This design comes from an exercise in tuning for small area, a short achievable clock period and few clock cycles on the open sky130 flow, not from production work. Function was checked by simulation only, so behaviour that the tests miss may differ from the original. Power figures rest on the tool's default switching activity, not on a simulated workload.

Setup of job 6563:
// psram_alu
module psram_alu (
  input             clk,
  input             rst,
  input             in_valid,
  output            in_ready,
  input      [31:0] in_cmd,
  input      [63:0] in_a,
  input      [63:0] in_b,
  input      [63:0] in_c,
  input             in_rnd,
  output reg        out_valid,
  output reg [63:0] out_result,
  output reg        out_illegal
);
  localparam OP_SAT     = 8'h01;
  localparam OP_SADD    = 8'h02;
  localparam OP_SSUB    = 8'h03;
  localparam OP_SMUL    = 8'h04;
  localparam OP_SSHL    = 8'h05;
  localparam OP_SSHR    = 8'h06;
  localparam OP_REQUANT = 8'h07;
  wire [7:0] op   = in_cmd[31:24];
  wire [1:0] wsel = in_cmd[7:6];
  wire [5:0] imm  = in_cmd[5:0];
  reg legal;
  always @(*) begin
    case (op)
      OP_SAT:     legal = (in_cmd & 32'hFF00FFC0) == 32'h01000000;
      OP_SADD:    legal = ((in_cmd & 32'hFF000F3F) == 32'h02000000) && (wsel != 2'd3);
      OP_SSUB:    legal = ((in_cmd & 32'hFF000F3F) == 32'h03000000) && (wsel != 2'd3);
      OP_SMUL:    legal = ((in_cmd & 32'hFF000F00) == 32'h04000000) && (wsel != 2'd3);
      OP_SSHL:    legal = ((in_cmd & 32'hFF000F3F) == 32'h05000000) && (wsel != 2'd3);
      OP_SSHR:    legal = ((in_cmd & 32'hFF000F3F) == 32'h06000000) && (wsel != 2'd3);
      OP_REQUANT: legal = ((in_cmd & 32'hFF00003F) == 32'h07000000) && (wsel != 2'd3);
      default:    legal = 1'b0;
    endcase
  end
  wire o_sat = (op == OP_SAT);
  wire o_add = (op == OP_SADD);
  wire o_sub = (op == OP_SSUB);
  wire o_mul = (op == OP_SMUL);
  wire o_shl = (op == OP_SSHL);
  wire o_shr = (op == OP_SSHR);
  wire o_rq  = (op == OP_REQUANT);
  wire [31:0] a_w = (wsel == 2'd0) ? {{24{in_a[7]}},  in_a[7:0]}  :
                    (wsel == 2'd1) ? {{16{in_a[15]}}, in_a[15:0]} : in_a[31:0];
  wire [31:0] b_w = (wsel == 2'd0) ? {{24{in_b[7]}},  in_b[7:0]}  :
                    (wsel == 2'd1) ? {{16{in_b[15]}}, in_b[15:0]} : in_b[31:0];
  wire [31:0] d_y = o_rq            ? in_b[31:0] :
                    o_shr           ? a_w :
  ...
For scale: ~7,100 cells after synthesis, about 450 flip-flops, ~53,000 um^2 of cells after synthesis.
Settings: LEC_CHECK=0, ABC_AREA=1, CAP_MARGIN=20, CORE_MARGIN=2, CORE_UTILIZATION=25, PLACE_DENSITY=0.35, SLEW_MARGIN=20, TNS_END_PERCENT=0; clock period 20.0 ns.
standard.sh (not shown) runs the stock make flow with config.mk's settings and CLKGATE_MAP_FILE= SYNTH_SCRIPT=/design/flow/synth_recipe.tcl, a recipe that flattens the netlist after the stock synthesis.
==> flow/flow/run.sh <==
#!/bin/bash
# Standard layout (the standard.sh: standard synthesis, ORFS place and
# route), with the timing repair steps asked to leave a setup margin so that
# they shorten the critical paths well below the 20 ns clock period.
# The clock period and constraints are unchanged.
set -o pipefail
export SETUP_SLACK_MARGIN=15.5
bash standard.sh > standard.log 2>&1
rc=$?
tail -50 standard.log
exit $rc
Testbench counts of job 6563, summed over its fixed seeds: cycles 26,788.
Changes in job 8611 relative to job 6563:
diff --git a/flow/flow/run.sh b/flow/flow/run.sh
--- a/flow/flow/run.sh
+++ b/flow/flow/run.sh
@@ -7 +7 @@
-export SETUP_SLACK_MARGIN=15.5
+export SETUP_SLACK_MARGIN=14.5
## What came out
Relative to job 6563, total detailed-routing wirelength decreased by about 2.8% in job 8611. Looking at met1 layer usage reported by global route, job 8611 sits 0.68 points lower than job 6563 does. Side by side, total power after layout turned out lower in job 8611 than in job 6563. Between job 8611 and job 6563, the clock power figures differ only marginally.
diff inputs: job 8611 => job 302
Settings: PLACE_DENSITY now 0.5, was 0.35.
diff --git a/flow/flow/run.sh b/flow/flow/run.sh
--- a/flow/flow/run.sh
+++ b/flow/flow/run.sh
@@ -7 +7 @@
-export SETUP_SLACK_MARGIN=14.5
+export SETUP_SLACK_MARGIN=16
### Flow results
The worst-case clock skew in job 302 sits 0.020 ns above the value recorded for job 8611. For number of clock buffers in the layout, dividing the value from job 302 by the value from job 8611 gives 0.872. Job 302 vs job 8611: total global routing track utilization down in job 302. When the final numbers for job 8611 and job 302 were put side by side, the worst endpoint data arrival time turned out to be smaller in job 302.
Changes in job 223 relative to job 302:
Settings: CORE_UTILIZATION: 25 -> 35; PLACE_DENSITY: 0.5 -> 0.45.
--- outcome ---
Per the comparison of job 223 with job 302, combinational cell fraction of total power has increased; count of vias placed by the detailed router has decreased; number of buffer and inverter stages on the critical path has increased; number of non-clock buffers in the layout has increased; final routed wire length divided by cell count has increased.
A slowest cell on the critical path of sky130_fd_sc_hd__a22oi_1 is what job 223 shows, while sky130_fd_sc_hd__o21ai_0 belongs to job 302.
Job 302 has a lower cell leakage power than job 223.

static timing again, ports no longer ideal:
In the flow no input, the clock included, has a driving cell. The finished layouts below were timed again as built, in two steps. Step 1: set_driving_cell puts a clkbuf_16 on clk and a buf_2 on each other input, an assumption about the parent block. Step 2 also shifts input and output timing later by t, the mid clock arrival at the registers, as if the neighbouring blocks saw the same clock. Slacks: ideal ports / drivers / drivers and shift; pairs: ideal ports / drivers.
run | t, ns | setup slack, ns | hold WS [ns]
job 6563 | 0.777 | 14.724 / 14.728 / 13.986 | 0.331 / 0.331 / 0.331
job 8611 | 0.775 | 14.350 / 14.276 / 13.592 | 0.331 / 0.331 / 0.331
job 302 | 0.770 | 14.650 / 14.676 / 13.916 | 0.332 / 0.332 / 0.332
job 223 | 0.755 | 14.626 / 14.600 / 13.923 | 0.294 / 0.294 / 0.294
After both steps every run listed still meets setup and hold. For job 8611, which loses most, drivers alone change the setup slack by -0.074 ns; drivers and shift together by -0.758 ns.
